This design comes from an exercise in tuning for small area on the open sky130 flow, not from production work. At most, simulation tests tie the RTL to the original design; equivalence was not proved. The RTL of run 1 was laid out without a check of its function. Power and IR drop assume default switching activity.

`design/flow/config.mk`:
```
export PLATFORM = sky130hd
export DESIGN_NAME = ap2_core
export DESIGN_NICKNAME = ap2_core
export VERILOG_FILES = /design/flow/design.v
export SDC_FILE = /design/flow/constraint.sdc
export NUM_CORES = 4
export LEC_CHECK = 0
export ABC_AREA = 1
export CAP_MARGIN = 20
export CORE_MARGIN = 2
export CORE_UTILIZATION = 45
export GPL_TIMING_DRIVEN = 0
export SLEW_MARGIN = 20
```
`design/flow/constraint.sdc`:
```
create_clock -name core_clock -period 10.0 [get_ports {clk}]
set_input_delay 2.0000 -clock core_clock [delete_from_list [all_inputs] [get_ports {clk}]]
set_output_delay 2.0000 -clock core_clock [all_outputs]
set_load 0.01 [all_outputs]
```
`design/flow/design.v`:
```
module ap2_alu (
    input  wire [15:0] s,
    input  wire [15:0] t,
    input  wire [15:0] md,       
    input  wire [10:0] ir,
    input  wire        fill_l,   
    input  wire        fill_r,   
    input  wire        yT, yTL, yTR, yM, yI8, yIS, yI9, y2, yNS, yNA,
    input  wire        xa, xb,
    input  wire        cin,
    output wire [15:0] r,
    output wire        cout
);
    wire [15:0] x = s & ((t & {16{xa}}) | (~t & {16{xb}}));
    wire [15:0] y = ({16{yT}}  & t)
                  | ({16{yTL}} & {t[14:0], fill_l})
                  | ({16{yTR}} & {fill_r, t[15:1]})
                  | ({16{yM}}  & md)
                  | ({16{yI8}} & {8'b0, ir[7:0]})
                  | ({16{yIS}} & {8'b0, ir[10:8], ir[4:0]})
                  | ({16{yI9}} & {7'b0, ir[10:2]})
                  | ({16{yNS}} & ~s & (t | {16{yNA}}))
                  | {14'b0, y2, 1'b0};
    wire [12:0] cy;
    assign cy[0] = cin;
    genvar i;
    generate
        for (i = 0; i < 12; i = i + 1) begin : g_bit
            assign r[i]    = x[i] ^ y[i] ^ cy[i];
            assign cy[i+1] = (x[i] & y[i]) | (cy[i] & (x[i] ^ y[i]));
        end
    endgenerate
    wire [4:0] c0, c1;
    wire [3:0] s0, s1;
    assign c0[0] = 1'b0;
    assign c1[0] = 1'b1;
    generate
        for (i = 0; i < 4; i = i + 1) begin : g_hi
            assign s0[i]   = x[12+i] ^ y[12+i] ^ c0[i];
            assign c0[i+1] = (x[12+i] & y[12+i]) | (c0[i] & (x[12+i] ^ y[12+i]));
            assign s1[i]   = x[12+i] ^ y[12+i] ^ c1[i];
            assign c1[i+1] = (x[12+i] & y[12+i]) | (c1[i] & (x[12+i] ^ y[12+i]));
        end
    endgenerate
    assign r[15:12] = cy[12] ? s1 : s0;
    assign cout     = cy[12] ? c1[4] : c0[4];
endmodule
module ap2_core (
    input  wire        clk,
    input  wire        rst,           
    input  wire        start,         
    input  wire [16:0] image_end,     
    output reg         mem_req,
    output reg         mem_we,
    output wire [15:0] mem_addr,
    output wire [15:0] mem_wdata,
    input  wire [15:0] mem_rdata,
    input  wire        mem_ready,
    output wire        done,          
    output wire [1:0]  stop_reason,   
    output wire [15:0] r0,
    output wire [15:0] r1,
    output wire [15:0] r2,
    output wire [15:0] r3,
    output wire [15:0] r4,
    output wire [15:0] r5,
    output wire [15:0] r6,
    output wire [15:0] r7,
    output wire [15:0] pc_out,
    output wire [15:0] sp_out,
    output wire        flag_c,
    output wire        flag_ov,
    output wire        flag_z,
    output wire        flag_s
);
    localparam [3:0] S_CLR   = 4'd0,
                     S_FETCH = 4'd1,
                     S_B     = 4'd4,     
                     S_M     = 4'd5,     
                     S_D     = 4'd6,     
                     S_P     = 4'd7,     
                     S_SHIFT = 4'd8,
                     S_MUL   = 4'd9,
                     S_IDLE  = 4'd12,
                     S_HALT  = 4'd13,    
                     S_RSVD  = 4'd14,    
                     S_END   = 4'd15;    
    reg [143:0] ring;
    reg [15:0]  T, U, ir;
    reg [3:0]   o;
    reg [3:0]   c;
    reg         fc, fov, fz, fs;
    reg [3:0]   st;
    wire [15:0] S = ring[15:0];
    wire [3:0] cls    = ir[15:12];
    wire       is_c0  = (cls == 4'h0);
    wire       is_jmp = is_c0 && ir[11];
    wire       is_psh = is_c0 && !ir[11] && (ir[1:0] == 2'b01);
    wire       is_pop = is_c0 && !ir[11] && (ir[1:0] == 2'b10);
    wire       is_cmp = is_c0 && !ir[11] && (ir[1:0] == 2'b11);
    wire       is_rsv = is_c0 && !ir[11] && (ir[1:0] == 2'b00) && (ir[10:2] != 9'd0);
    wire       is_mov = (cls == 4'h1);
    wire       is_str = (cls == 4'h2);
    wire       is_ldr = (cls == 4'h3);
    wire       is_add = (cls == 4'h4);
    wire       is_sub = (cls == 4'h5);
    wire       is_mul = (cls == 4'h6);
    wire       is_and = (cls == 4'h7);
    wire       is_orr = (cls == 4'h8);
    wire       is_not = (cls == 4'h9);
    wire       is_xor = (cls == 4'hA);
    wire       is_shl = (cls == 4'hC);
    wire       is_ror = (cls == 4'hD);
    wire       is_rol = (cls == 4'hE);
    wire       is_hlt = (cls == 4'hF);
    wire       is_alu = (cls >= 4'h4) && (cls <= 4'hE);
    wire       is_rot = is_ror || is_rol;
    wire       is_shf = (cls >= 4'hB) && (cls <= 4'hE);
    wire       is_two = is_add || is_sub || is_mul || is_and || is_orr || is_xor || is_cmp;
    wire       left   = is_shl || is_rol;
    wire [4:0] k = ir[4:0];
    wire push_ok = (c != 4'd0);
    wire pop_ok  = !c[3];
    wire at_n  = (o == {1'b0, ir[4:2]});
    wire at_m  = (o == {1'b0, ir[7:5]});
    wire at_d  = is_pop ? (o == {2'b00, ir[9:8]}) : (o == {1'b0, ir[10:8]});
    wire at_pc = (o == 4'd8);
    reg jump_taken;
    always @(*) begin
        case (ir[1:0])
            2'b00:   jump_taken = 1'b1;
            2'b01:   jump_taken = fz && !fs;
            2'b10:   jump_taken = !fz && fs;
            default: jump_taken = !fz && !fs;
        endcase
    end
    wire [16:0] bw;
    assign bw[0] = 1'b0;
    genvar gi;
    generate
        for (gi = 0; gi < 16; gi = gi + 1) begin : g_cmp
            assign bw[gi+1] = (!S[gi] && image_end[gi]) || (!(S[gi] ^ image_end[gi]) && bw[gi]);
        end
    endgenerate
    wire at_end = !image_end[16] && !bw[16];
    wire [3:0] o_inc = (o == 4'd8) ? 4'd0 :
                       {o[3] ^ (o[2] & o[1] & o[0]), o[2] ^ (o[1] & o[0]), o[1] ^ o[0], !o[0]};
    wire [3:0] c_inc = {c[3] ^ (c[2] & c[1] & c[0]), c[2] ^ (c[1] & c[0]), c[1] ^ c[0], !c[0]};
    wire [3:0] c_dec = {c[3] ^ !(c[2] | c[1] | c[0]), c[2] ^ !(c[1] | c[0]), c[1] ^ !c[0], !c[0]};
    wire [4:0] k_dec_v = {ir[4] ^ !(ir[3] | ir[2] | ir[1] | ir[0]), ir[3] ^ !(ir[2] | ir[1] | ir[0]),
                          ir[2] ^ !(ir[1] | ir[0]), ir[1] ^ !ir[0], !ir[0]};
    wire [15:0] sp_addr = {1'b1, 5'b0, c[3], {5{!c[3]}}, c[2:0], 1'b0};
    reg        yT, yTL, yTR, yM, yI8, yIS, yI9, y2, yNS, yNA;
    reg        xa, xb, cin;
    wire [15:0] R;
    wire        cout;
    wire fill_l = is_rol && T[15];
    wire fill_r = is_ror && T[0];
    ap2_alu u_alu (
        .s     (S),
        .t     (T),
        .md    (mem_rdata),
        .ir    (ir[10:0]),
        .fill_l(fill_l),
        .fill_r(fill_r),
        .yT    (yT),
        .yTL   (yTL),
        .yTR   (yTR),
        .yM    (yM),
        .yI8   (yI8),
        .yIS   (yIS),
        .yI9   (yI9),
        .y2    (y2),
        .yNS   (yNS),
        .yNA   (yNA),
        .xa    (xa),
        .xb    (xb),
        .cin   (cin),
        .r     (R),
        .cout  (cout)
    );
    wire zero_t = (T == 16'h0000);
    wire sh_out = left ? T[15] : T[0];
    wire k_nz   = (k != 5'd0);
    wire ov_b15 = is_mul ? U[14] : T[15];
    wire ov     = (S[15] == ov_b15) && (R[15] != S[15]);
    reg        rot, wsel, t_en, ir_ld, k_dec, k_set, o_set;
    reg        use_sp;
    reg [3:0]  st_n;
    reg        c_up, c_dn;
    reg        fc_we, fov_we, fz_we, fs_we, fl_clr;
    reg        fc_v, fov_v, fs_v;
    always @(*) begin
        yT  = 1'b0;
        yTL = 1'b0;
        yTR = 1'b0;
        yM  = 1'b0;
        yI8 = 1'b0;
        yIS = 1'b0;
        yI9 = 1'b0;
        y2  = 1'b0;
        yNS = 1'b0;
        yNA = 1'b0;
        xa  = 1'b1;
        xb  = 1'b1;
        cin = 1'b0;
        case (st)
            S_CLR: begin                 
                xa = 1'b0;
                xb = 1'b0;
            end
            S_FETCH: y2 = 1'b1;          
            S_B: begin
                if (is_mov) begin        
                    xa  = 1'b0;
                    xb  = 1'b0;
                    yI8 = 1'b1;
                end else if (is_str && ir[11]) begin  
                    xa  = 1'b0;
                    xb  = 1'b0;
                    yIS = 1'b1;
                end else if (is_sub || is_cmp) begin  
                    xa  = 1'b0;
                    xb  = 1'b0;
                    yNS = 1'b1;
                    yNA = 1'b1;
                end
            end
            S_M: begin
                if (is_pop || is_ldr) begin  
                    xa = 1'b0;
                    xb = 1'b0;
                    yM = 1'b1;
                end else if (is_add || is_sub || is_cmp || is_mul) begin
                    yT  = 1'b1;
                    cin = is_sub || is_cmp;
                end else if (is_and || is_orr || is_xor) begin
                    xa  = !is_xor;
                    xb  = !is_and;
                    yNS = !is_and;
                end else if (is_not) begin
                    xa  = 1'b0;
                    xb  = 1'b0;
                    yNS = 1'b1;
                    yNA = 1'b1;
                end
            end
            S_SHIFT: begin
                xa  = 1'b0;
                xb  = 1'b0;
                yTL = left;
                yTR = !left;
            end
            S_MUL: begin
                xa  = U[15];
                xb  = U[15];
                yTL = !ir[4];
            end
            S_D: begin                   
                xa = 1'b0;
                xb = 1'b0;
                yT = 1'b1;
            end
            S_P: yI9 = 1'b1;             
            default: ;
        endcase
    end
    always @(*) begin
        rot     = 1'b0;
        wsel    = 1'b0;
        t_en    = 1'b0;
        ir_ld   = 1'b0;
        k_dec   = 1'b0;
        k_set   = 1'b0;
        o_set   = 1'b0;
        mem_req = 1'b0;
        mem_we  = 1'b0;
        use_sp  = 1'b0;
        st_n    = st;
        c_up    = 1'b0;
        c_dn    = 1'b0;
        fc_we   = 1'b0;
        fov_we  = 1'b0;
        fz_we   = 1'b0;
        fs_we   = 1'b0;
        fl_clr  = 1'b0;
        fc_v    = cout;
        fov_v   = ov;
        fs_v    = T[15];
        case (st)
            S_CLR: begin
                rot  = 1'b1;
                wsel = 1'b1;
                if (o == 4'd7)
                    st_n = S_FETCH;
            end
            S_FETCH: begin
                if (!at_pc) begin
                    rot = 1'b1;
                end else if (at_end) begin
                    rot  = 1'b1;         
                    st_n = S_END;
                end else begin
                    mem_req = 1'b1;
                    if (mem_ready) begin
                        ir_ld = 1'b1;
                        rot   = 1'b1;
                        wsel  = 1'b1;
                        st_n  = S_B;
                    end
                end
            end
            S_B: begin
                if (is_hlt) begin
                    st_n = S_HALT;
                end else if (is_rsv) begin
                    st_n = S_RSVD;
                end else if ((is_mov || is_str) && ir[11]) begin
                    t_en = 1'b1;         
                    st_n = is_mov ? S_D : S_M;
                end else if (is_pop) begin
                    c_up = pop_ok;
                    st_n = pop_ok ? S_M : S_P;
                end else if (is_psh && !push_ok) begin
                    st_n = S_P;
                end else if (is_two || is_str || is_psh) begin
                    rot = 1'b1;
                    if (at_n) begin
                        t_en = 1'b1;     
                        st_n = S_M;
                    end
                end else begin
                    st_n = S_M;
                end
            end
            S_M: begin
                if (is_psh || is_pop) begin
                    mem_req = 1'b1;
                    mem_we  = is_psh;
                    use_sp  = 1'b1;
                    if (mem_ready) begin
                        c_dn = is_psh;
                        t_en = is_pop;
                        st_n = is_psh ? S_P : S_D;
                    end
                end else if (is_mov || is_ldr || is_str || is_alu || is_cmp) begin
                    if (!at_m) begin
                        rot = 1'b1;
                    end else if (is_ldr || is_str) begin
                        mem_req = 1'b1;
                        mem_we  = is_str;
                        if (mem_ready) begin
                            t_en = is_ldr;
                            st_n = is_ldr ? S_D : S_P;
                        end
                    end else if (is_mul) begin
                        fc_we = 1'b1;    
                        k_set = 1'b1;
                        st_n  = S_MUL;
                    end else begin
                        t_en   = 1'b1;
                        fc_we  = is_add || is_sub;
                        fc_v   = cout ^ is_sub;
                        fov_we = is_add || is_sub;
                        fs_we  = is_cmp;
                        fs_v   = !cout;
                        st_n   = is_shf ? S_SHIFT : S_D;
                    end
                end else begin
                    st_n = S_P;
                end
            end
            S_SHIFT: begin
                fc_we  = 1'b1;
                fc_v   = (k_nz || is_rot) && sh_out;
                fov_we = is_shl;
                fov_v  = k_nz && sh_out;
                if (k_nz || is_rot) begin
                    t_en  = 1'b1;
                    k_dec = 1'b1;
                end
                if (!k_nz || is_rot || k == 5'd1)
                    st_n = S_D;
            end
            S_MUL: begin
                t_en  = 1'b1;
                k_dec = 1'b1;
                if (k == 5'd1) begin
                    fov_we = 1'b1;
                    st_n   = S_D;
                end
            end
            S_D: begin
                if (is_mov || is_ldr || is_pop || is_alu) begin
                    rot = 1'b1;
                    if (at_d) begin
                        wsel  = 1'b1;
                        fz_we = is_alu;
                        fs_we = is_alu;
                        st_n  = S_P;
                    end
                end else begin
                    fz_we = is_cmp;
                    st_n  = S_P;
                end
            end
            S_P: begin
                if (is_jmp && jump_taken) begin
                    rot = 1'b1;
                    if (at_pc) begin
                        wsel = 1'b1;
                        st_n = S_FETCH;
                    end
                end else begin
                    st_n = S_FETCH;
                end
            end
            default: begin  
                if (start) begin
                    st_n   = S_CLR;
                    o_set  = 1'b1;
                    fl_clr = 1'b1;
                end
            end
        endcase
    end
    always @(posedge clk) begin
        if (rot)
            ring <= {wsel ? R : S, ring[143:16]};
        if (t_en)
            T <= R;
        U <= (st == S_MUL) ? {U[14:0], U[15]} : T;
        if (ir_ld)
            ir <= mem_rdata;
        else if (k_set)
            ir[4:0] <= 5'd16;
        else if (k_dec)
            ir[4:0] <= k_dec_v;
        if (o_set)
            o <= 4'd8;
        else if (rot)
            o <= o_inc;
        if (fl_clr)
            c <= 4'd8;
        else if (c_up)
            c <= c_inc;
        else if (c_dn)
            c <= c_dec;
        if (fl_clr || fc_we)
            fc <= fc_v && !fl_clr;
        if (fl_clr || fov_we)
            fov <= fov_v && !fl_clr;
        if (fl_clr || fz_we)
            fz <= zero_t && !fl_clr;
        if (fl_clr || fs_we)
            fs <= fs_v && !fl_clr;
        if (rst)
            st <= S_IDLE;
        else
            st <= st_n;
    end
    assign mem_addr  = use_sp ? sp_addr : S;
    assign mem_wdata = T;
    assign done        = st[3] && st[2] && (st[1] || st[0]);
    assign stop_reason = st[1:0];
    assign r0      = ring[15:0];
    assign r1      = ring[31:16];
    assign r2      = ring[47:32];
    assign r3      = ring[63:48];
    assign r4      = ring[79:64];
    assign r5      = ring[95:80];
    assign r6      = ring[111:96];
    assign r7      = ring[127:112];
    assign pc_out  = ring[143:128];
    assign sp_out  = sp_addr;
    assign flag_c  = fc;
    assign flag_ov = fov;
    assign flag_z  = fz;
    assign flag_s  = fs;
endmodule
```
`design/flow/flow/run.sh`:
```
#!/bin/bash
# Layout flow: the standard ORFS flow (standard.sh: the standard
# synthesis, floorplan, power grid, taps, placement, CTS and routing), with
# knobs that ORFS reads from the environment:
#  - port buffers use the smallest buffer cell (buffer_ports -buffer_cell)
#    instead of the 10 um2 delay buffer ORFS picks on its own; every input
#    and output port still gets its own buffer;
#  - CTS builds the clock tree from small clock buffers and adds no dummy
#    load cells.
# standard.sh's full output goes to standard_make.log here; each ORFS step
# keeps its own log under orfs/logs/.
set -euo pipefail
export BUFFER_PORTS_ARGS="-buffer_cell sky130_fd_sc_hd__buf_1"
export CTS_ARGS="-sink_clustering_enable -repair_clock_nets -dont_use_dummy_load -buf_list {sky130_fd_sc_hd__clkbuf_16} -sink_clustering_size 40 -sink_clustering_max_diameter 80"
bash standard.sh > standard_make.log 2>&1
```
`design/flow/standard.sh`:
```
#!/bin/bash
# synth_recipe.tcl (not shown) runs the flow's synth.tcl, then flattens the netlist and writes it again
# the make line also repeats each setting of config.mk as NAME=value (left out here)
make -C /OpenROAD-flow-scripts/flow DESIGN_CONFIG=/design/flow/config.mk WORK_HOME=/design/flow/orfs CLKGATE_MAP_FILE= SYNTH_SCRIPT=/design/flow/synth_recipe.tcl "${@:-finish}"
```
==> flow_metrics.env, run 1 <==
export IMPL_status="finished clean"
export IMPL_critPathMaxFanout=10
export IMPL_ioPinCount=238
export IMPL_postRouteAntennaNets=0
export IMPL_synthArstFlopShare_pct=0
export IMPL_clk_pin_slew_worst_paths_ps=110
export IMPL_grt_pass1_vias=7649
export IMPL_yosys_area_share_simple_pct=12.5
export IMPL_synth_flop_cell="edfxtp_1"
export IMPL_die_x_microns=153
export IMPL_tightest_slew_ps=937
export IMPL_synthMuxAreaShare_pct=0
export IMPL_layout_common_cells="buf_1, edfxtp_1, inv_1"
export IMPL_crit_path_end_kind="flop"
export IMPL_clock_sinks=208
export IMPL_dp_hpwl_microns=22800
export IMPL_fill_cells=2034
export IMPL_hold_viol_final=0
export IMPL_cts_root_buf="clkbuf_16"
export IMPL_synthCells=940
export IMPL_start_kind="flop"
export IMPL_grt_first_pass_wirelength_microns=45200
export IMPL_ys_ff_latch=208
export IMPL_cp_num_buf_inv=6
export IMPL_crit_family="adder cells"
export IMPL_hp_class="reg -> reg"
export IMPL_final_layout_size_suffix_gt1_share_pct=7.80
export IMPL_path_common_cell="fa_1"
export IMPL_gp_congestion=0.935
export IMPL_drt_iter0_drc=686
export IMPL_synthAdderAreaFrac_pct=5.87
export IMPL_syn2layout_area_growth_pct=17.3
export IMPL_path_class="reg -> reg"
export IMPL_via_count=7946
export IMPL_clk_latency_ps=500
export IMPL_power_net_switching_mw=1.64
export IMPL_drc=0
export IMPL_cp_data_required_time_ps=10190
export IMPL_finalClockSkew_ps=58.5
export IMPL_wl_microns=29700
export IMPL_p_per_area_mw_per_mm2=329
export IMPL_arrival_ps=9830
export IMPL_max_freq_mhz=104
export IMPL_grt_overflow=0
export IMPL_synth_xor_area_share_pct=0.699
export IMPL_slowest_delay_ps=610
export IMPL_io_buffers=230
export IMPL_p_leak_nw=4.36
export IMPL_dieArea_sq_mm=0.0235
export IMPL_seq_power_share_pct=44.8
export IMPL_initial_utilization_pct=45.9
export IMPL_diodes=0
export IMPL_rsz0062_at_grt="false"
export IMPL_dp_cells=1456
export IMPL_grt_start_max_net_pins=90
export IMPL_netlist_area_sq_mm=0.0100
export IMPL_finalMaxSlewViolations=0
export IMPL_synth_area_per_cell_sq_um=10.7
export IMPL_drv_cap=0
export IMPL_dr_pass1_iters=5
export IMPL_p_sw_share_pct=42.5
export IMPL_final_core_util_pct=53.9
export IMPL_synth_top_family_by_area="compound AO/OA/AOI/OAI gates"
export IMPL_post_layout_nonfiller_instances=1473
export IMPL_finalSetupViolations=0
export IMPL_timing_final_crit_share_pct=96.4
export IMPL_vdd_ir_drop_worst_mv=0.253
export IMPL_grt_antenna_before_repair=0
export IMPL_cts_tree="built"
export IMPL_timing_slew_headroom_pct=37.4
export IMPL_ys_seq_area_share_pct=59.5
export IMPL_track_usage_pct=24.8
export IMPL_num_rows=54
export IMPL_htreeDepth=1
export IMPL_wl_per_cell_microns=20.2
export IMPL_final_common_cell="buf_1"
export IMPL_synth_edff_count=180
export IMPL_cts_buffers=13
export IMPL_cpMaxStageDelayCell="fa_2"
export IMPL_p_comb_share_pct=42.3
export IMPL_synth_compound_area_share_pct=13.5
export IMPL_yosys_warnings=1
export IMPL_intPower_mw=2.22
export IMPL_p_total_mw=3.87
export IMPL_clk_path_buf_depth=3
export IMPL_die_h_microns=153
export IMPL_period_minus_slack_ps=9640
export IMPL_clock_power_share_pct=12.9
export IMPL_yosysUniqueCellTypes=50
export IMPL_nets=1270
export IMPL_core_area_sq_mm=0.0218
export IMPL_via_per_inst=5.39
final timing paths:
path / startpoint / end / slack, ps / cells past startpoint
worst max-delay path: ir[14] / fov / 360 / 33
worst min-delay path: ring[71] / ring[55] / 400 / 0
worst max register to register: ir[14] / fov / 360 / 33
worst min register to register: ring[71] / ring[55] / 400 / 0
what timing repair did:
item | 4_1_cts | 5_1_grt
endpoints found under the setup margin | 4 | 4
buffers inserted | 0 | 6
hold buffers | 0 | 0
resized for setup | 4 | 19
pin swaps | 0 | 1
Yosys cell counts (6+ instances only):
master / number / area [sq um]
nor3_1: 15 / 75.1
nand2_1: 136 / 510
clkbuf_1: 12 / 45.0
o221ai_1: 8 / 70.1
a211oi_1: 10 / 75.1
a31oi_1: 11 / 68.8
inv_1: 147 / 552
nor2_1: 81 / 304
o211ai_1: 25 / 188
o22ai_1: 13 / 81.3
edfxtp_1: 180 / 5410
fa_1: 15 / 300
xor2_1: 8 / 70.1
nand4_1: 6 / 37.5
ha_1: 23 / 288
nand3_1: 31 / 155
nand2_2: 7 / 43.8
o21ai_2: 16 / 140
o21ai_0: 58 / 290
buf_4: 15 / 113
o2111ai_1: 6 / 52.6
a21oi_1: 35 / 175
dfxtp_1: 28 / 561
cell families after synthesis:
family	after synthesis
buffers and inverters	185
AO/OA/AOI/OAI	209
adder cells (fa/ha/maj)	38
flip-flops	208
other	2
XOR/XNOR	8
AND/OR/NAND/NOR	290
power by group through the flow:
stage	clock, mW	combinational (mW)	sequential (mW)
after global placement	0	1.56	1.77
after CTS	0.513	1.61	1.73
final	0.497	1.64	1.73
after floorplan	0	0.859	1.85
after global routing	0.540	1.81	1.78
after detailed placement	0	1.60	1.74
through the flow:
stage	TNS (ps)	area (sq um)	setup slack (ps)	hold WS, ps
floorplan	0	10000	1000	406
global placement	-436	11300	-229	410
detailed placement	-476	11300	-253	419
CTS	0	11600	16.3	403
global route	0	11800	0.892	409
finish	0	11800	360	403
registers in the layout, indices dropped and copies added (netlist names), 4 cells and up:
| name | flops |
|---|---|
| st | 4 |
| T | 16 |
| o | 4 |
| U | 16 |
| ring | 144 |
| c | 4 |
| ir | 16 |
metal layers:
metal,GRT usage (%),share of wire (%),vias up
li1,-,-,3765
met1,34.7,42,3767
met2,39.5,46,372
met3,5.02,8.6,42
met4,7.36,3.0,0
met5,0,0,-
layout make-up:
| class | instances | area [sq um] | share of cell area [%] |
|---|---|---|---|
| Multi-Input combinational cell | 552 | 3390 | 28.9 |
| Sequential cell | 208 | 5970 | 50.7 |
| Clock buffer | 13 | 325 | 2.77 |
| Tap cell | 280 | 350 | 2.98 |
| Timing Repair Buffer | 237 | 936 | 7.96 |
| Inverter | 152 | 574 | 4.89 |
| Buffer | 31 | 211 | 1.80 |
==> inputs of run 2 (changes only) <==
--- a/design/flow/design.v
+++ b/design/flow/design.v
@@ -140,5 +140,5 @@
     generate
         for (gi = 0; gi < 16; gi = gi + 1) begin : g_cmp
-            assign bw[gi+1] = (!S[gi] && image_end[gi]) || (!(S[gi] ^ image_end[gi]) && bw[gi]);
+            assign bw[gi+1] = (!S[gi] & image_end[gi]) | (!S[gi] & bw[gi]) | (image_end[gi] & bw[gi]);
         end
     endgenerate
--- a/design/flow/flow/run.sh
+++ b/design/flow/flow/run.sh
@@ -12,4 +12,4 @@
 set -euo pipefail
 export BUFFER_PORTS_ARGS="-buffer_cell sky130_fd_sc_hd__buf_1"
-export CTS_ARGS="-sink_clustering_enable -repair_clock_nets -dont_use_dummy_load -buf_list {sky130_fd_sc_hd__clkbuf_16} -sink_clustering_size 40 -sink_clustering_max_diameter 80"
+export CTS_ARGS="-sink_clustering_enable -repair_clock_nets -dont_use_dummy_load -buf_list {sky130_fd_sc_hd__clkbuf_16} -sink_clustering_size 30 -sink_clustering_max_diameter 60"
 bash standard.sh > standard_make.log 2>&1
==> run 2 against run 1 <==
  * Still clean
  * Routed wire length is 0.21% higher
  * Worst hold slack better by 10 ps
  * Utilization is 0.43 points higher
  * Largest power group unchanged
==> flow_metrics.env, run 2 <==
export IMPL_status="finished clean"
export IMPL_netlist_area_sq_mm=0.00992
export IMPL_period_minus_slack_ps=9690
export IMPL_top_register="ring"
export IMPL_path_class="reg -> reg"
export IMPL_clock_sinks=208
export IMPL_core_area_sq_mm=0.0218
export IMPL_grt_first_pass_wirelength_microns=44900
export IMPL_p_total_mw=3.90
export IMPL_ys_seq_area_share_pct=60.1
export IMPL_drv_cap=0
export IMPL_finalSetupViolations=0
export IMPL_grt_overflow=0
export IMPL_synthArstFlopShare_pct=0
export IMPL_grt_start_max_net_pins=82
export IMPL_hold_end="ring[75]"
export IMPL_yosysMostFrequentCell="edfxtp_1"
export IMPL_hold_path_cell_count=0
export IMPL_drt_iter0_drc=585
export IMPL_p_leak_nw=4.42
export IMPL_r2r_start="ir[0]"
export IMPL_clk_latency_ps=520
export IMPL_via_count=7983
export IMPL_layout_common_cells="buf_1, edfxtp_1, nand2_1"
export IMPL_grt_pass1_vias=7675
export IMPL_clk_path_buf_depth=3
export IMPL_gp_congestion=0.921
export IMPL_ioPinCount=238
export IMPL_cp_data_required_time_ps=10380
export IMPL_path_common_cell="fa_1"
export IMPL_nets=1269
export IMPL_p_comb_share_pct=39.1
export IMPL_finalMaxSlewViolations=0
export IMPL_timing_slew_headroom_pct=32.5
export IMPL_yosys_warnings=1
export IMPL_cts_hold_buf=0
export IMPL_max_freq_mhz=103
export IMPL_slowest_delay_ps=500
export IMPL_largest_reg_flops=144
export IMPL_r2r_end="fov"
export IMPL_timing_final_crit_share_pct=96.9
export IMPL_ys_top_cells_by_area="edfxtp_1, dfxtp_1, nand2_1"
export IMPL_final_core_util_pct=54.3
export IMPL_synth_top_cell_area_share_pct=54.5
export IMPL_yosysUniqueCellTypes=55
export IMPL_arrival_ps=10060
export IMPL_finalClockSkew_ps=51.8
export IMPL_synth_edff_count=180
export IMPL_num_rows=54
export IMPL_dp_cells=1464
export IMPL_dp_hpwl_microns=22700
export IMPL_intPower_mw=2.30
export IMPL_synth_common_cells="edfxtp_1, nand2_1, inv_1"
export IMPL_die_x_microns=152
export IMPL_drc=0
export IMPL_syn2layout_area_growth_pct=19.1
export IMPL_synthCells=946
export IMPL_p_sw_share_pct=41.1
export IMPL_hold_viol_final=0
export IMPL_wl_per_cell_microns=20.0
export IMPL_final_layout_size_suffix_gt1_share_pct=8.62
export IMPL_hp_class="reg -> reg"
export IMPL_hp_start="ring[91]"
export IMPL_postRouteAntennaNets=0
export IMPL_rsz0062_at_grt="false"
export IMPL_cpMaxStageDelayCell="fa_1"
export IMPL_critPathMaxFanout=10
export IMPL_die_h_microns=152
export IMPL_ys_ff_latch=208
export IMPL_via_per_inst=5.36
export IMPL_htreeDepth=1
export IMPL_power_net_switching_mw=1.61
export IMPL_p_per_area_mw_per_mm2=330
export IMPL_grt_antenna_before_repair=1
export IMPL_cts_root_buf="clkbuf_16"
export IMPL_synth_flop_cell="edfxtp_1"
export IMPL_initial_utilization_pct=45.6
export IMPL_wl_microns=29800
export IMPL_dr_pass1_iters=5
export IMPL_reg2reg_depth=33
export IMPL_clock_power_share_pct=17.2
export IMPL_start_kind="flop"
export IMPL_io_buffers=230
export IMPL_dieArea_sq_mm=0.0232
export IMPL_cts_tree="built"
export IMPL_track_usage_pct=24.8
export IMPL_yosys_area_top_type="edfxtp_1"
export IMPL_final_common_cell="buf_1"
export IMPL_tightest_slew_ps=987
export IMPL_cts_buffers=21
export IMPL_reg2reg_setup_slack_ps=310
export IMPL_vdd_ir_drop_worst_mv=0.173
export IMPL_crit_path_end_kind="flop"
export IMPL_post_layout_nonfiller_instances=1488
export IMPL_seq_power_share_pct=43.7
export IMPL_clk_pin_slew_worst_paths_ps=80
export IMPL_synth_area_per_cell_sq_um=10.5
==> run 2: changes by cell type in the layout (fill, tap and decap cells not counted), sizes merged, moves of 3 or more <==
cell     previous run  this run
ha                 23         8
a21oi              35        45
nand2             145       153
o22ai              13        18
nand3              33        39
o21ai              79        82
buf               257       260
a211oi             10         6
clkbuf             24        29
nor3               16        11
a2111oi             5         2
nor2               83        80
a22o                0         5
==> run 2: area by class of cell <==
cell class	instances	area [sq um]
diodes	1	2.50
plain buffers	33	205
clock buffers	21	526
fillers	2043	9940
inverters	152	578
multi-input cells	558	3260
flip-flops and latches	208	5970
well taps	280	350
repair buffers	235	921
==> run 2: how the worst max path moves through the flow <==
stage	from	end	slack [ps]	depth (start not counted)
2_1_floorplan	mem_rdata[0]	fov	800	23
4_1_cts	st[2]	fov	70	31
3_3_place_gp	st[2]	fov	-60	31
6_report	ir[0]	fov	310	33
5_1_grt	ir[14]	fov	10	36
3_5_place_dp	st[2]	fov	-80	31
==> run 2: routing by layer <==
metal	track usage [%]	routed length [microns]
met4	7.54	897
met5	0	0
met2	40.3	14000
met3	5.72	2270
met1	33.5	12600
==> run 2: power by group through the flow <==
stage / sequential, mW / clock (mW) / combinational (mW)
floorplan: 1.79 / 0 / 0.806
global placement: 1.73 / 0 / 1.47
detailed placement: 1.71 / 0 / 1.50
CTS: 1.70 / 0.687 / 1.52
global route: 1.75 / 0.716 / 1.67
finish: 1.70 / 0.672 / 1.53
==> run 2: worst max-delay path, delay by kind of cell, from the launching register on <==
kind	cells	cell delay, ps
compound gates	4	620
simple gates	6	930
fa+ha+maj	16	6810
flops	1	420
buf+inv	7	770
==> run 2: what timing repair did <==
item | in CTS | in global routing
cloned | 0 | 0
buffers inserted | 0 | 2
pin swaps | 0 | 1
endpoints found under the setup margin | 1 | 2
resized for setup | 3 | 16
==> run 2: cells by family after synthesis <==
family                   Yosys count  share of synthesized area, %
AND/OR/NAND/NOR                  298                          13.0
AO/OA/AOI/OAI                    222                          14.2
flip-flops                       208                          60.1
buffers and inverters            185                          7.78
adder cells (fa/ha/maj)           23                          4.04
XOR/XNOR                           8                         0.706
other                              2                        0.0757
==> run 2: through the flow <==
step                      hold slack, ps  setup TNS, ps  instance area [sq um]  setup WS, ps
after global routing                 423              0                  11800          14.2
after detailed placement             417          -80.5                  11200         -80.5
after global placement               409          -57.0                  11200         -57.0
after CTS                            417              0                  11700          66.8
after floorplan                      406              0                   9940           801
final                                413              0                  11800           312
==> inputs of run 3 (changes only) <==
--- a/design/flow/flow/run.sh
+++ b/design/flow/flow/run.sh
@@ -12,4 +12,4 @@
 set -euo pipefail
 export BUFFER_PORTS_ARGS="-buffer_cell sky130_fd_sc_hd__buf_1"
-export CTS_ARGS="-sink_clustering_enable -repair_clock_nets -dont_use_dummy_load -buf_list {sky130_fd_sc_hd__clkbuf_16} -sink_clustering_size 30 -sink_clustering_max_diameter 60"
+export CTS_ARGS="-sink_clustering_enable -repair_clock_nets -dont_use_dummy_load -buf_list {sky130_fd_sc_hd__clkbuf_8} -sink_clustering_size 24 -sink_clustering_max_diameter 50"
 bash standard.sh > standard_make.log 2>&1
==> run 3 against run 2 <==
  * Count of clock-buffer cells in the layout is 6 higher
  * Non-clock buffer count is 1 lower
  * Clock power is 22% lower
  * Final cell count is 0.34% higher
  * Routed wire length is 0.20% lower
  * Critical path type unchanged
  * Critical endpoint unchanged
==> flow_metrics.env, run 3 <==
export IMPL_ys_ff_latch=208
export IMPL_initial_utilization_pct=45.6
export IMPL_finalMaxSlewViolations=0
export IMPL_finalClockSkew_ps=68.2
export IMPL_final_core_util_pct=53.6
export IMPL_synthCells=946
export IMPL_crit_path_end_kind="flop"
export IMPL_grt_pass1_vias=7740
export IMPL_synth_area_per_cell_sq_um=10.5
export IMPL_layout_common_cells="buf_1, edfxtp_1, nand2_1"
export IMPL_top_register="ring"
export IMPL_via_count=7981
export IMPL_core_area_sq_mm=0.0218
export IMPL_slowest_delay_ps=500
export IMPL_synth_flop_cell="edfxtp_1"
export IMPL_nets=1274
export IMPL_status="finished clean"
export IMPL_dp_hpwl_microns=22700
export IMPL_final_common_cell="buf_1"
export IMPL_clk_latency_ps=570
export IMPL_p_leak_nw=4.35
export IMPL_dr_pass1_iters=5
export IMPL_cpMaxStageDelayCell="fa_1"
export IMPL_drt_iter0_drc=543
export IMPL_synth_top_family_by_area="compound AO/OA/AOI/OAI gates"
export IMPL_netlist_area_sq_mm=0.00992
export IMPL_cts_root_buf="clkbuf_8"
export IMPL_p_total_mw=3.75
export IMPL_yosysMostFrequentCell="edfxtp_1"
export IMPL_timing_slew_headroom_pct=33.4
export IMPL_yosys_area_top_type="edfxtp_1"
export IMPL_io_buffers=230
export IMPL_postRouteAntennaNets=0
export IMPL_grt_start_max_net_pins=82
export IMPL_grt_overflow=0
export IMPL_wl_per_cell_microns=19.9
export IMPL_fill_cells=2060
export IMPL_clk_path_buf_depth=3
export IMPL_setup_tns_ps=0
export IMPL_fin_ws_ps=323
export IMPL_yosys_warnings=1
export IMPL_timing_final_crit_share_pct=96.8
export IMPL_critPathMaxFanout=10
export IMPL_vdd_ir_drop_worst_mv=0.190
export IMPL_synth_edff_count=180
export IMPL_synth_xor_area_share_pct=0.706
export IMPL_drv_cap=0
export IMPL_largest_reg_flops=144
export IMPL_via_per_inst=5.35
export IMPL_finalSetupViolations=0
export IMPL_cts_hold_buf=0
export IMPL_grt_antenna_before_repair=1
export IMPL_reg2reg_setup_slack_ps=320
export IMPL_synthArstFlopShare_pct=0
export IMPL_gp_congestion=0.921
export IMPL_tightest_slew_ps=974
export IMPL_wl_microns=29700
export IMPL_die_h_microns=152
export IMPL_p_per_area_mw_per_mm2=322
export IMPL_syn2layout_area_growth_pct=17.5
export IMPL_cts_tree="built"
export IMPL_synth_compound_area_share_pct=14.2
export IMPL_final_layout_size_suffix_gt1_share_pct=8.99
export IMPL_num_rows=54
export IMPL_cp_data_required_time_ps=10430
export IMPL_synthMuxAreaShare_pct=0
export IMPL_ys_seq_area_share_pct=60.1
export IMPL_yosysUniqueCellTypes=55
export IMPL_pre_cts_slack_ps=-80.5
export IMPL_ys_top_cells_by_area="edfxtp_1, dfxtp_1, nand2_1"
export IMPL_dieArea_sq_mm=0.0232
export IMPL_clock_sinks=208
export IMPL_htreeDepth=1
export IMPL_arrival_ps=10110
export IMPL_synthAdderAreaFrac_pct=4.04
export IMPL_period_minus_slack_ps=9680
export IMPL_path_class="reg -> reg"
export IMPL_path_common_cell="fa_1"
export IMPL_synth_common_cells="edfxtp_1, nand2_1, inv_1"
export IMPL_track_usage_pct=24.8
export IMPL_rsz0062_at_grt="false"
export IMPL_ioPinCount=238
export IMPL_hold_viol_final=0
export IMPL_start_kind="flop"
export IMPL_synth_top_cell_area_share_pct=54.5
export IMPL_max_freq_mhz=103
export IMPL_yosys_area_share_simple_pct=13.0
export IMPL_die_x_microns=152
export IMPL_hp_class="reg -> reg"
export IMPL_clk_pin_slew_worst_paths_ps=90
export IMPL_cts_buffers=27
export IMPL_grt_first_pass_wirelength_microns=45000
export IMPL_drc=0
==> run 3: cell counts after synthesis <==
Identical to the previous run, type by type.
==> run 3: cell type report <==
class	instances	area, sq um	share of cell area [%]
diodes	1	2.50	0.0215
well taps	280	350	3.01
inverters	152	578	4.96
multi-input cells	558	3260	28.0
plain buffers	33	205	1.76
clock buffers	27	372	3.19
flip-flops and latches	208	5970	51.2
repair buffers	234	913	7.84
==> run 3: stage by stage <==
step | hold WS (ps) | cells | cell area, sq um
5_1_grt | 430 | 1493 | 11700
2_1_floorplan | 406 | 951 | 9940
3_3_place_gp | 409 | 1461 | 11200
4_1_cts | 420 | 1491 | 11600
6_report | 421 | 1493 | 11700
3_5_place_dp | 417 | 1464 | 11200
==> run 3: cells by family after synthesis <==
family                     count (synthesis)
and+or+nand+nor                          298
AOI/OAI and AO/OA                        222
DFF                                      208
buffers and inverters                    185
adders and majority gates                 23
xor gates and xnor gates                   8
other                                      2
==> run 3: timing repair <==
action	4_1_cts	5_1_grt
resized for setup	2	17
pin swaps	0	1
setup endpoints to repair	1	3
setup buffers	0	1
==> run 3: power breakdown <==
group | switching [mW] | total (mW) | leakage (nW) | internal (mW)
Sequential | 0.230 | 1.70 | 1.90 | 1.47
Clock | 0.289 | 0.527 | 0.194 | 0.238
Combinational | 1.07 | 1.52 | 2.25 | 0.455
==> run 3: routing by layer <==
metal | vias up | part of all wire, % | track usage, %
li1 | 3799 | - | -
met1 | 3808 | 43 | 33.5
met2 | 318 | 46 | 40.1
met3 | 56 | 7.8 | 5.86
met4 | 0 | 3.1 | 7.72
met5 | - | 0 | 0
==> run 3: critical path, delay by kind of cell, from the launching register on <==
family	cells	cell delay [ps]
AO/OA/AOI/OAI	4	630
adder cells (fa/ha/maj)	16	6810
buffers and inverters	7	780
flip-flops	1	410
AND/OR/NAND/NOR	6	920
==> run 3: path summary, 6_finish.rpt <==
check | to | startpoint | cells after the start
setup / recovery | fov | ir[0] | 33
hold / removal | ring[75] | ring[91] | 0
setup reg to reg | fov | ir[0] | 33
hold reg to reg | ring[75] | ring[91] | 0
==> inputs of run 4 (changes only) <==
--- a/design/flow/design.v
+++ b/design/flow/design.v
@@ -22,27 +22,14 @@
                   | ({16{yNS}} & ~s & (t | {16{yNA}}))
                   | {14'b0, y2, 1'b0};
-    wire [12:0] cy;
+    wire [16:0] cy;
     assign cy[0] = cin;
     genvar i;
     generate
-        for (i = 0; i < 12; i = i + 1) begin : g_bit
+        for (i = 0; i < 16; i = i + 1) begin : g_bit
             assign r[i]    = x[i] ^ y[i] ^ cy[i];
             assign cy[i+1] = (x[i] & y[i]) | (cy[i] & (x[i] ^ y[i]));
         end
     endgenerate
-    wire [4:0] c0, c1;
-    wire [3:0] s0, s1;
-    assign c0[0] = 1'b0;
-    assign c1[0] = 1'b1;
-    generate
-        for (i = 0; i < 4; i = i + 1) begin : g_hi
-            assign s0[i]   = x[12+i] ^ y[12+i] ^ c0[i];
-            assign c0[i+1] = (x[12+i] & y[12+i]) | (c0[i] & (x[12+i] ^ y[12+i]));
-            assign s1[i]   = x[12+i] ^ y[12+i] ^ c1[i];
-            assign c1[i+1] = (x[12+i] & y[12+i]) | (c1[i] & (x[12+i] ^ y[12+i]));
-        end
-    endgenerate
-    assign r[15:12] = cy[12] ? s1 : s0;
-    assign cout     = cy[12] ? c1[4] : c0[4];
+    assign cout = cy[16];
 endmodule
 module ap2_core (
--- a/design/flow/config.mk
+++ b/design/flow/config.mk
@@ -9,5 +9,5 @@
 export CAP_MARGIN = 20
 export CORE_MARGIN = 2
-export CORE_UTILIZATION = 45
+export CORE_UTILIZATION = 55
 export GPL_TIMING_DRIVEN = 0
 export SLEW_MARGIN = 20
==> run 4 against run 3 <==
  * Still clean
  * Clock skew grew 43 ps
  * Worst setup slack worse by 20 ps
  * Area after synthesis is 0.11% lower
  * Via count increased by 0.76%
  * Final area is 1.5% lower
  * Final cell count decreased by 4.8%
  * Fmax shrank 0.21%
  * Largest power group unchanged
  * Highest routed layer unchanged
==> flow_metrics.env, run 4 <==
export IMPL_synth_common_cells="edfxtp_1, nand2_1, inv_1"
export IMPL_final_layout_size_suffix_gt1_share_pct=8.80
export IMPL_clk_path_buf_depth=3
export IMPL_grt_first_pass_wirelength_microns=44200
export IMPL_top_register="ring"
export IMPL_die_h_microns=138
export IMPL_grt_overflow=0
export IMPL_synth_flop_cell="edfxtp_1"
export IMPL_period_minus_slack_ps=9700
export IMPL_fin_ws_ps=303
export IMPL_via_count=8042
export IMPL_track_usage_pct=29.5
export IMPL_yosys_area_top_type="edfxtp_1"
export IMPL_power_net_switching_mw=1.58
export IMPL_postRouteAntennaNets=0
export IMPL_drt_iter0_drc=748
export IMPL_yosys_warnings=1
export IMPL_die_x_microns=138
export IMPL_r2r_start="ir[12]"
export IMPL_crit_family="adder cells"
export IMPL_drc=0
export IMPL_path_class="reg -> reg"
export IMPL_yosysUniqueCellTypes=56
export IMPL_start_kind="flop"
export IMPL_grt_pass1_vias=7765
export IMPL_hp_start="U[2]"
export IMPL_startpoint="ir[12]"
export IMPL_grt_start_max_net_pins=80
export IMPL_netlist_area_sq_mm=0.00991
export IMPL_p_leak_nw=4.26
export IMPL_crit_path_end_kind="flop"
export IMPL_status="finished clean"
export IMPL_synth_top_cell_area_share_pct=54.6
export IMPL_ys_top_cells_by_area="edfxtp_1, dfxtp_1, nand2_1"
export IMPL_initial_utilization_pct=55.5
export IMPL_max_freq_mhz=103
export IMPL_ioPinCount=238
export IMPL_core_area_sq_mm=0.0178
export IMPL_clock_power_share_pct=12.0
export IMPL_final_common_cell="buf_1"
export IMPL_path_common_cell="fa_1"
export IMPL_multi_input_area_sq_mm=0.00323
export IMPL_p_per_area_mw_per_mm2=322
export IMPL_ys_ff_latch=208
export IMPL_fill_cells=1544
export IMPL_yosysMostFrequentCell="edfxtp_1"
export IMPL_clk_pin_slew_worst_paths_ps=120
export IMPL_layout_common_cells="buf_1, edfxtp_1, nand2_1"
export IMPL_cpMaxStageDelayCell="edfxtp_1"
export IMPL_rsz0062_at_grt="false"
export IMPL_io_buffers=230
export IMPL_critPathMaxFanout=10
export IMPL_timing_slew_headroom_pct=43.9
export IMPL_vdd_ir_drop_worst_mv=0.294
export IMPL_finalClockSkew_ps=111
export IMPL_setup_tns_ps=0
export IMPL_seq_power_share_pct=46.6
export IMPL_p_comb_share_pct=41.3
export IMPL_hp_class="reg -> reg"
export IMPL_cp_data_required_time_ps=10270
export IMPL_pre_cts_slack_ps=-58.4
export IMPL_wl_microns=28800
export IMPL_clk_latency_ps=580
export IMPL_p_sw_share_pct=42.7
export IMPL_finalMaxSlewViolations=0
export IMPL_largest_reg_flops=144
export IMPL_dieArea_sq_mm=0.0191
export IMPL_cp_num_buf_inv=4
export IMPL_dp_hpwl_microns=21800
export IMPL_synthCells=931
export IMPL_diodes=0
export IMPL_synthArstFlopShare_pct=0
export IMPL_synth_area_per_cell_sq_um=10.6
export IMPL_clock_sinks=208
export IMPL_tightest_slew_ps=821
export IMPL_syn2layout_area_growth_pct=15.8
export IMPL_dr_pass1_iters=6
export IMPL_cts_tree="built"
export IMPL_via_per_inst=5.66
export IMPL_ys_seq_area_share_pct=60.2
export IMPL_hold_viol_final=0
export IMPL_timing_final_crit_share_pct=97.0
export IMPL_nets=1254
export IMPL_grt_antenna_before_repair=0
export IMPL_intPower_mw=2.12
export IMPL_cts_root_buf="clkbuf_8"
export IMPL_num_rows=49
export IMPL_finalSetupViolations=0
export IMPL_synth_edff_count=180
export IMPL_regArea_sq_mm=0.00597
export IMPL_htreeDepth=1
export IMPL_gp_congestion=0.965
export IMPL_drv_cap=0
export IMPL_wl_per_cell_microns=20.3
export IMPL_slowest_delay_ps=480
export IMPL_arrival_ps=9970
export IMPL_cts_buffers=20
-- run 4: cell types whose count changed in the layout (fill, tap and decap cells not counted), sizes merged, moves of 6 or more --
cell	change
a211oi	+8
a2111oi	+10
o21ai	-9
nand3	-8
a31oi	-6
a21oi	-15
-- run 4: per-layer routing --
metal / track usage [%] / routed length, microns / vias up
met5: 0 / 0 / -
met3: 6.93 / 2490 / 69
met1: 38.9 / 11800 / 3831
met4: 9.40 / 929 / 0
met2: 49.0 / 13600 / 386
li1: - / - / 3756
-- run 4: cell families (layout without fill, tap and decap cells) --
kind of cell | count (synthesis) | in the layout | share of synthesized area [%]
AOI/OAI and AO/OA | 212 | 212 | 14.4
DFF | 208 | 208 | 60.2
buffers and inverters | 188 | 445 | 7.80
xor gates and xnor gates | 5 | 5 | 0.442
other | 2 | 7 | 0.0758
adders and majority gates | 22 | 22 | 3.99
and+or+nand+nor | 294 | 294 | 13.0
-- run 4: cell type report --
cell class                 count  area share (%)
inverter                     155            5.07
clock buffer                  20            2.40
tap                          229            2.50
multi-input combinational    540            28.1
timing repair buffer         238            8.26
sequential                   208            52.0
buffer                        32            1.65
-- run 4: worst paths after layout --
kind / slack [ps] / end / cells after the start
setup / recovery: 300 / fov / 29
hold / removal: 410 / U[3] / 2
setup reg to reg: 300 / fov / 29
hold reg to reg: 410 / U[3] / 2
-- run 4: power groups by stage --
stage	clock network, mW	registers, mW	logic (mW)
2_1_floorplan	0	1.83	0.802
3_3_place_gp	0	1.77	1.46
3_5_place_dp	0	1.74	1.51
4_1_cts	0.452	1.72	1.52
5_1_grt	0.477	1.76	1.68
6_report	0.445	1.72	1.53
-- run 4: metrics by stage --
step / utilization (%) / instance area (sq um) / cells / total power, mW / hold slack [ps]
2_1_floorplan: - / 9930 / 936 / 2.64 / 406
3_3_place_gp: 62.1 / 11100 / 1395 / 3.23 / 407
3_5_place_dp: 62.4 / 11100 / 1397 / 3.25 / 420
4_1_cts: 64.0 / 11400 / 1417 / 3.70 / 411
5_1_grt: 64.3 / 11500 / 1422 / 3.92 / 437
6_report: 64.3 / 11500 / 1422 / 3.70 / 412
-- run 4: worst register-to-register path: cells and delay by family (launching register included) --
family	cells	cell delay, ps
compound gates	3	450
flops	1	480
simple gates	6	1090
buf+inv	4	720
fa+ha+maj	16	6640
-- run 4: what timing repair did --
action,CTS,global route
setup endpoints to repair,1,1
gates resized for setup,1,7
pin swaps,0,1
hold buffers,0,0
setup buffers,0,6
==> inputs of run 5 (changes only) <==
--- a/design/flow/config.mk
+++ b/design/flow/config.mk
@@ -9,5 +9,6 @@
 export CAP_MARGIN = 20
 export CORE_MARGIN = 2
-export CORE_UTILIZATION = 55
+export CORE_UTILIZATION = 45
 export GPL_TIMING_DRIVEN = 0
+export PLACE_DENSITY = 0.45
 export SLEW_MARGIN = 20
==> run 5 against run 4 <==
  * Utilization shrank 11 points
  * Via count is essentially flat
  * Combinational power is essentially flat
  * Register-to-register slack gained 100 ps
  * Largest cell class unchanged
  * Largest power group unchanged
==> flow_metrics.env, run 5 <==
export IMPL_core_area_sq_mm=0.0217
export IMPL_dp_hpwl_microns=23000
export IMPL_synth_flop_cell="edfxtp_1"
export IMPL_layout_common_cells="buf_1, edfxtp_1, nand2_1"
export IMPL_final_area_sq_mm=0.0117
export IMPL_gp_congestion=0.935
export IMPL_path_common_cell="fa_1"
export IMPL_arrival_ps=9920
export IMPL_synthCells=931
export IMPL_finalClockSkew_ps=69.5
export IMPL_grt_start_max_net_pins=81
export IMPL_cts_root_buf="clkbuf_8"
export IMPL_yosysMostFrequentCell="edfxtp_1"
export IMPL_path_class="reg -> reg"
export IMPL_placed_area_sq_mm=0.0112
export IMPL_final_common_cell="buf_1"
export IMPL_tightest_slew_ps=1050
export IMPL_slowest_delay_ps=490
export IMPL_via_count=8043
export IMPL_vdd_ir_drop_worst_mv=0.172
export IMPL_syn2layout_area_growth_pct=17.7
export IMPL_clk_pin_slew_worst_paths_ps=100
export IMPL_grt_overflow=0
export IMPL_drt_iter0_drc=524
export IMPL_initial_utilization_pct=45.7
export IMPL_synth_area_per_cell_sq_um=10.6
export IMPL_period_minus_slack_ps=9590
export IMPL_status="finished clean"
export IMPL_synthArstFlopShare_pct=0
export IMPL_max_freq_mhz=104
export IMPL_cp_data_required_time_ps=10320
export IMPL_cpMaxStageDelayCell="fa_1"
export IMPL_num_rows=54
export IMPL_via_per_inst=5.42
export IMPL_ys_seq_area_share_pct=60.2
export IMPL_pre_cts_slack_ps=-56.2
export IMPL_start_kind="flop"
export IMPL_largest_reg_flops=144
export IMPL_cts_buffers=27
export IMPL_postRouteAntennaNets=0
export IMPL_p_leak_nw=4.33
export IMPL_netlist_area_sq_mm=0.00991
export IMPL_io_buffers=230
export IMPL_critPathMaxFanout=10
export IMPL_grt_first_pass_wirelength_microns=45600
export IMPL_fill_cells=2057
export IMPL_r2r_start="ir[13]"
export IMPL_final_layout_size_suffix_gt1_share_pct=9.72
export IMPL_track_usage_pct=25.4
export IMPL_htreeDepth=1
export IMPL_wl_microns=30300
export IMPL_setup_tns_ps=0
export IMPL_die_x_microns=152
export IMPL_reg2reg_depth=29
export IMPL_hold_end="ring[2]"
export IMPL_dr_pass1_iters=5
export IMPL_cts_tree="built"
export IMPL_ys_ff_latch=208
export IMPL_clk_path_buf_depth=3
export IMPL_timing_final_crit_share_pct=95.9
export IMPL_wl_per_cell_microns=20.4
export IMPL_finalMaxSlewViolations=0
export IMPL_yosysUniqueCellTypes=56
export IMPL_r2r_end="fov"
export IMPL_synth_top_cell_area_share_pct=54.6
export IMPL_hold_path_cell_count=0
export IMPL_drv_cap=0
export IMPL_grt_pass1_vias=7855
export IMPL_synth_common_cells="edfxtp_1, nand2_1, inv_1"
export IMPL_ys_top_cells_by_area="edfxtp_1, dfxtp_1, nand2_1"
export IMPL_dieArea_sq_mm=0.0232
export IMPL_top_register="ring"
export IMPL_crit_path_end_kind="flop"
export IMPL_nets=1265
export IMPL_reg2reg_setup_slack_ps=410
export IMPL_synth_edff_count=180
export IMPL_hold_ws_ps=412
export IMPL_clk_latency_ps=580
export IMPL_grt_antenna_before_repair=1
export IMPL_p_per_area_mw_per_mm2=325
export IMPL_finalSetupViolations=0
export IMPL_yosys_area_top_type="edfxtp_1"
export IMPL_clock_sinks=208
export IMPL_die_h_microns=152
export IMPL_fin_ws_ps=407
export IMPL_hp_start="ring[18]"
export IMPL_timing_slew_headroom_pct=27.9
export IMPL_drc=0
export IMPL_ioPinCount=238
export IMPL_hp_class="reg -> reg"
export IMPL_yosys_warnings=1
export IMPL_hold_viol_final=0
-- run 5: cell counts after synthesis --
No cell type changed its count.
-- run 5: worst max path at each step --
stage	startpoint	endpoint	slack (ps)
2_1_floorplan	mem_rdata[0]	fov	860
3_3_place_gp	st[1]	fov	-50
3_5_place_dp	st[1]	fov	-60
4_1_cts	st[0]	fov	60
5_1_grt	ir[13]	fov	-8
6_report	ir[13]	fov	410
-- run 5: layout make-up --
type,instances,area (sq um),area share (%)
sequential,208,5970,51.2
multi-input combinational,540,3230,27.7
timing repair buffer,241,970,8.31
inverter,155,582,4.99
clock buffer,27,372,3.19
tap,280,350,3.00
buffer,33,194,1.66
antenna,1,2.50,0.0215
-- run 5: power by group --
group          switching, mW  internal, mW  total, mW
Clock                  0.288         0.237      0.525
Combinational           1.09         0.446       1.54
Sequential             0.228          1.50       1.72
-- run 5: worst max-delay path: cells and delay by family, from the launching register on --
family	cells	cell delay, ps
adders and majority gates	16	6660
DFF	1	450
buffers and inverters	4	740
and+or+nand+nor	6	1090
AOI/OAI and AO/OA	3	430
-- run 5: cell families after synthesis --
group           after synthesis  synth area share (%)
fa+ha+maj                    22                  3.99
buf+inv                     188                  7.80
simple gates                294                  13.0
compound gates              212                  14.4
xor+xnor                      5                 0.442
flops                       208                  60.2
other cells                   2                0.0758
-- run 5: metrics by stage --
| stage | power (mW) | instances | utilization, % |
|---|---|---|---|
| 2_1_floorplan | 2.64 | 936 | - |
| 3_3_place_gp | 3.27 | 1446 | 51.4 |
| 3_5_place_dp | 3.27 | 1448 | 51.6 |
| 4_1_cts | 3.81 | 1475 | 53.4 |
| 5_1_grt | 4.05 | 1484 | 53.8 |
| 6_report | 3.79 | 1485 | 53.8 |
-- run 5: repair_timing --
item | CTS | global route
cloned | 0 | 0
buffers inserted | 0 | 9
endpoints found under the hold margin | 0 | 0
hold buffers | 0 | 0
gates resized for setup | 1 | 8
pin swaps | 0 | 1
endpoints found under the setup margin | 1 | 1
-- run 5: routing by layer --
metal / up-vias / share of wire (%) / wire length (microns) / global-route usage, %
met5: - / 0 / 0 / 0
met4: 0 / 4.0 / 1200 / 8.86
met3: 72 / 8.3 / 2530 / 7.08
met2: 329 / 46 / 14000 / 41.3
met1: 3867 / 41 / 12600 / 32.8
li1: 3775 / - / - / -
==> inputs of run 6 (changes only) <==
--- a/design/flow/config.mk
+++ b/design/flow/config.mk
@@ -11,4 +11,4 @@
 export CORE_UTILIZATION = 45
 export GPL_TIMING_DRIVEN = 0
-export PLACE_DENSITY = 0.45
+export PLACE_DENSITY = 0.8
 export SLEW_MARGIN = 20
==> run 6 against run 5 <==
  * Via count up 1.4%
  * Global-route usage up 0.16 points
  * Area after synthesis unchanged
  * Clock power down 2%
  * Final cell count down 0.47%
  * Sequential share of layout area up 0.27 points
  * Worst hold slack worse by 15 ps
  * Die area unchanged
  * Count of clock-buffer cells in the layout down 1
  * Critical endpoint unchanged
  * Highest routed layer unchanged
==> flow_metrics.env, run 6 <==
export IMPL_status="finished clean"
export IMPL_cts_tree="built"
export IMPL_crit_path_end_kind="flop"
export IMPL_clk_pin_slew_worst_paths_ps=70
export IMPL_io_buffers=230
export IMPL_syn2layout_area_growth_pct=17.1
export IMPL_p_leak_nw=4.29
export IMPL_via_count=8155
export IMPL_synth_area_per_cell_sq_um=10.6
export IMPL_dieArea_sq_mm=0.0232
export IMPL_top_register="ring"
export IMPL_power_net_switching_mw=1.64
export IMPL_cpMaxStageDelayCell="fa_1"
export IMPL_drc=0
export IMPL_critPathMaxFanout=10
export IMPL_clock_power_share_pct=13.5
export IMPL_period_minus_slack_ps=9580
export IMPL_path_class="reg -> reg"
export IMPL_timing_slew_headroom_pct=43.3
export IMPL_clk_path_buf_depth=3
export IMPL_final_common_cell="buf_1"
export IMPL_layout_common_cells="buf_1, edfxtp_1, nand2_1"
export IMPL_largest_reg_flops=144
export IMPL_finalMaxSlewViolations=0
export IMPL_grt_start_max_net_pins=77
export IMPL_wl_per_cell_microns=20.6
export IMPL_track_usage_pct=25.5
export IMPL_final_core_util_pct=53.5
export IMPL_ys_ff_latch=208
export IMPL_p_total_mw=3.81
export IMPL_cp_data_required_time_ps=10250
export IMPL_grt_first_pass_wirelength_microns=46100
export IMPL_synthArstFlopShare_pct=0
export IMPL_yosys_area_top_type="edfxtp_1"
export IMPL_tightest_slew_ps=829
export IMPL_setup_tns_ps=0
export IMPL_arrival_ps=9830
export IMPL_cts_hold_buf=0
export IMPL_postRouteAntennaNets=0
export IMPL_path_common_cell="fa_1"
export IMPL_ys_seq_area_share_pct=60.2
export IMPL_yosysMostFrequentCell="edfxtp_1"
export IMPL_die_x_microns=152
export IMPL_via_per_inst=5.52
export IMPL_cts_buffers=26
export IMPL_grt_overflow=0
export IMPL_gp_congestion=0.947
export IMPL_grt_antenna_before_repair=1
export IMPL_cts_root_buf="clkbuf_8"
export IMPL_synth_edff_count=180
export IMPL_initial_utilization_pct=45.7
export IMPL_synthCells=931
export IMPL_synth_top_cell_area_share_pct=54.6
export IMPL_p_per_area_mw_per_mm2=328
export IMPL_hold_viol_final=0
export IMPL_max_freq_mhz=104
export IMPL_dp_hpwl_microns=23500
export IMPL_grt_pass1_vias=7836
export IMPL_timing_final_crit_share_pct=95.8
export IMPL_pre_cts_slack_ps=68.1
export IMPL_htreeDepth=1
export IMPL_final_layout_size_suffix_gt1_share_pct=9.19
export IMPL_p_comb_share_pct=40.6
export IMPL_die_h_microns=152
export IMPL_synth_flop_cell="edfxtp_1"
export IMPL_clock_sinks=208
export IMPL_vdd_ir_drop_worst_mv=0.235
export IMPL_hold_ws_ps=397
export IMPL_ys_top_cells_by_area="edfxtp_1, dfxtp_1, nand2_1"
export IMPL_wl_microns=30500
export IMPL_core_area_sq_mm=0.0217
export IMPL_netlist_area_sq_mm=0.00991
export IMPL_rsz0062_at_grt="false"
export IMPL_nets=1258
export IMPL_finalSetupViolations=0
export IMPL_hp_class="reg -> reg"
export IMPL_intPower_mw=2.17
export IMPL_fin_ws_ps=415
export IMPL_drv_cap=0
export IMPL_p_sw_share_pct=43.0
export IMPL_yosys_warnings=1
export IMPL_synth_common_cells="edfxtp_1, nand2_1, inv_1"
export IMPL_ioPinCount=238
export IMPL_drt_iter0_drc=738
export IMPL_dr_pass1_iters=5
export IMPL_clk_latency_ps=580
export IMPL_finalClockSkew_ps=88.9
export IMPL_slowest_delay_ps=500
export IMPL_start_kind="flop"
export IMPL_num_rows=54
export IMPL_seq_power_share_pct=46.0
export IMPL_yosysUniqueCellTypes=56
==> run 6: metal layers <==
metal	routed length (microns)	share of wire [%]	GRT usage, %	up-vias
li1	-	-	-	3761
met1	12400	41	34.1	3854
met2	14400	47	41.4	476
met3	2780	9.1	6.09	64
met4	908	3.0	8.32	0
met5	0	0	0	-
==> run 6: path summary, 6_finish.rpt <==
| kind | from | endpoint | slack, ps | depth (start not counted) |
|---|---|---|---|---|
| setup / recovery | ir[13] | fov | 420 | 32 |
| hold / removal | U[2] | U[3] | 400 | 2 |
| setup reg to reg | ir[13] | fov | 420 | 32 |
| hold reg to reg | U[2] | U[3] | 400 | 2 |
==> run 6: repair_timing <==
action                                  CTS  global route
endpoints found under the setup margin    0             1
buffers inserted                          0             3
gates resized for setup                   0             8
==> run 6: critical path, delay by kind of cell, from the launching register on <==
kind / cells / cell delay [ps]
fa+ha+maj: 16 / 6680
buf+inv: 6 / 750
compound gates: 3 / 510
simple gates: 7 / 950
flops: 1 / 420
==> run 6: power groups by stage <==
stage / registers (mW) / clock network [mW] / logic (mW)
CTS: 1.75 / 0.527 / 1.52
floorplan: 1.83 / 0 / 0.802
global route: 1.79 / 0.551 / 1.70
global placement: 1.79 / 0 / 1.46
finish: 1.75 / 0.514 / 1.54
detailed placement: 1.76 / 0 / 1.51
==> run 6: cells by family (layout without fill, tap and decap cells) <==
group / Yosys count / after routing / synth area share (%)
flip-flops: 208 / 208 / 60.2
AO/OA/AOI/OAI: 212 / 212 / 14.4
buffers and inverters: 188 / 449 / 7.80
other: 2 / 8 / 0.0758
adder cells (fa/ha/maj): 22 / 22 / 3.99
AND/OR/NAND/NOR: 294 / 294 / 13.0
XOR/XNOR: 5 / 5 / 0.442
==> run 6: stage by stage <==
stage / area [sq um] / instances
floorplan: 9930 / 936
global placement: 11100 / 1446
detailed placement: 11200 / 1447
CTS: 11500 / 1473
global route: 11600 / 1478
finish: 11600 / 1478
==> run 6: area by class of cell <==
type	count	area [sq um]
well taps	280	350
plain buffers	33	191
fillers	1948	10100
clock buffers	26	358
repair buffers	235	928
inverters	155	582
multi-input cells	540	3220
flip-flops and latches	208	5970
diodes	1	2.50
==> inputs of run 7 (changes only) <==
--- a/design/flow/config.mk
+++ b/design/flow/config.mk
@@ -11,4 +11,3 @@
 export CORE_UTILIZATION = 45
 export GPL_TIMING_DRIVEN = 0
-export PLACE_DENSITY = 0.8
 export SLEW_MARGIN = 20
==> run 7 against run 6 <==
  * Largest power group unchanged
  * Synthesized cell count stayed put
  * Sequential power hardly changed
  * Critical path depth is 3 lower
  * Non-clock buffer count is 2 lower
  * Area after synthesis stayed put
==> flow_metrics.env, run 7 <==
export IMPL_io_buffers=230
export IMPL_vdd_ir_drop_worst_mv=0.200
export IMPL_gp_congestion=0.938
export IMPL_tightest_slew_ps=889
export IMPL_clk_latency_ps=570
export IMPL_setup_tns_ps=0
export IMPL_timing_slew_headroom_pct=40.6
export IMPL_grt_pass1_vias=7642
export IMPL_start_kind="flop"
export IMPL_critPathMaxFanout=10
export IMPL_via_per_inst=5.37
export IMPL_core_area_sq_mm=0.0217
export IMPL_synthArstFlopShare_pct=0
export IMPL_arrival_ps=9870
export IMPL_postRouteAntennaNets=0
export IMPL_finalSetupViolations=0
export IMPL_period_minus_slack_ps=9590
export IMPL_die_x_microns=152
export IMPL_cts_tree="built"
export IMPL_nets=1256
export IMPL_largest_reg_flops=144
export IMPL_final_layout_size_suffix_gt1_share_pct=9.12
export IMPL_hold_viol_final=0
export IMPL_grt_overflow=0
export IMPL_cts_hold_buf=0
export IMPL_grt_antenna_before_repair=2
export IMPL_drt_iter0_drc=607
export IMPL_synthCells=931
export IMPL_initial_utilization_pct=45.7
export IMPL_die_h_microns=152
export IMPL_grt_start_max_net_pins=88
export IMPL_syn2layout_area_growth_pct=17.0
export IMPL_top_register="ring"
export IMPL_yosysUniqueCellTypes=56
export IMPL_ys_seq_area_share_pct=60.2
export IMPL_ys_ff_latch=208
export IMPL_ys_top_cells_by_area="edfxtp_1, dfxtp_1, nand2_1"
export IMPL_grt_first_pass_wirelength_microns=45200
export IMPL_yosysMostFrequentCell="edfxtp_1"
export IMPL_finalMaxSlewViolations=0
export IMPL_p_total_mw=3.77
export IMPL_path_class="reg -> reg"
export IMPL_yosys_area_top_type="edfxtp_1"
export IMPL_drv_cap=0
export IMPL_layout_common_cells="buf_1, edfxtp_1, nand2_1"
export IMPL_finalClockSkew_ps=53.8
export IMPL_slowest_delay_ps=490
export IMPL_cp_data_required_time_ps=10280
export IMPL_dieArea_sq_mm=0.0232
export IMPL_dr_pass1_iters=5
export IMPL_via_count=7931
export IMPL_cpMaxStageDelayCell="fa_1"
export IMPL_p_per_area_mw_per_mm2=325
export IMPL_wl_per_cell_microns=20.2
export IMPL_timing_final_crit_share_pct=95.9
export IMPL_dp_hpwl_microns=22700
export IMPL_synth_flop_cell="edfxtp_1"
export IMPL_netlist_area_sq_mm=0.00991
export IMPL_p_leak_nw=4.28
export IMPL_synth_edff_count=180
export IMPL_ioPinCount=238
export IMPL_clk_pin_slew_worst_paths_ps=80
export IMPL_clk_path_buf_depth=3
export IMPL_num_rows=54
export IMPL_hp_class="reg -> reg"
export IMPL_synth_common_cells="edfxtp_1, nand2_1, inv_1"
export IMPL_cts_root_buf="clkbuf_8"
export IMPL_clock_sinks=208
export IMPL_synth_area_per_cell_sq_um=10.6
export IMPL_path_common_cell="fa_1"
export IMPL_status="finished clean"
export IMPL_wl_microns=29800
export IMPL_yosys_warnings=1
export IMPL_track_usage_pct=25.0
export IMPL_drc=0
export IMPL_htreeDepth=1
export IMPL_final_common_cell="buf_1"
export IMPL_cts_buffers=26
export IMPL_crit_path_end_kind="flop"
export IMPL_synth_top_cell_area_share_pct=54.6
export IMPL_max_freq_mhz=104
-- run 7: final timing paths --
check | startpoint | to | slack (ps) | cells past startpoint
min reg2reg | U[10] | U[11] | 410 | 2
max reg2reg | ir[13] | fov | 410 | 29
max | ir[13] | fov | 410 | 29
min | U[10] | U[11] | 410 | 2
-- run 7: where the power goes --
| part | switching, mW | internal, mW |
|---|---|---|
| Combinational | 1.09 | 0.443 |
| Clock | 0.283 | 0.229 |
| Sequential | 0.229 | 1.50 |
| Total | 1.60 | 2.17 |
-- run 7: layout make-up --
class / instances / area (sq um)
fill: 2076 / 10100
sequential: 208 / 5970
multi-input combinational: 540 / 3230
timing repair buffer: 233 / 910
inverter: 155 / 582
clock buffer: 26 / 358
tap: 280 / 350
buffer: 33 / 194
antenna: 2 / 5.00
-- run 7: layer usage --
layer,wire (microns),global-route usage [%],vias to the layer above
li1,-,-,3752
met1,12300,33.1,3777
met2,13900,40.5,354
met3,2750,7.28,48
met4,756,7.21,0
met5,0,0,-
-- run 7: cells by family after synthesis --
| group | after synthesis | share of synthesized area (%) |
|---|---|---|
| AO/OA/AOI/OAI | 212 | 14.4 |
| buffers and inverters | 188 | 7.80 |
| flip-flops | 208 | 60.2 |
| adder cells (fa/ha/maj) | 22 | 3.99 |
| XOR/XNOR | 5 | 0.442 |
| other | 2 | 0.0758 |
| AND/OR/NAND/NOR | 294 | 13.0 |
-- run 7: worst max-delay path: cells and delay by family, from the launching register on --
kind	cells	cell delay [ps]
buffers and inverters	4	750
and+or+nand+nor	6	1070
adders and majority gates	16	6520
DFF	1	470
AOI/OAI and AO/OA	3	500
-- run 7: through the flow --
stage / std cells / instance area [sq um] / worst slack (ps) / utilization, % / hold WS [ps]
floorplan: 936 / 9930 / 862 / - / 406
global placement: 1446 / 11100 / 16.9 / 51.4 / 408
detailed placement: 1448 / 11200 / 59.7 / 51.6 / 417
CTS: 1474 / 11600 / 63.3 / 53.3 / 414
global route: 1475 / 11600 / -1.22 / 53.4 / 420
finish: 1477 / 11600 / 415 / 53.5 / 407
-- run 7: timing repair --
action,in CTS,in global routing
setup buffers,0,1
endpoints found under the setup margin,0,3
gates resized for setup,0,9
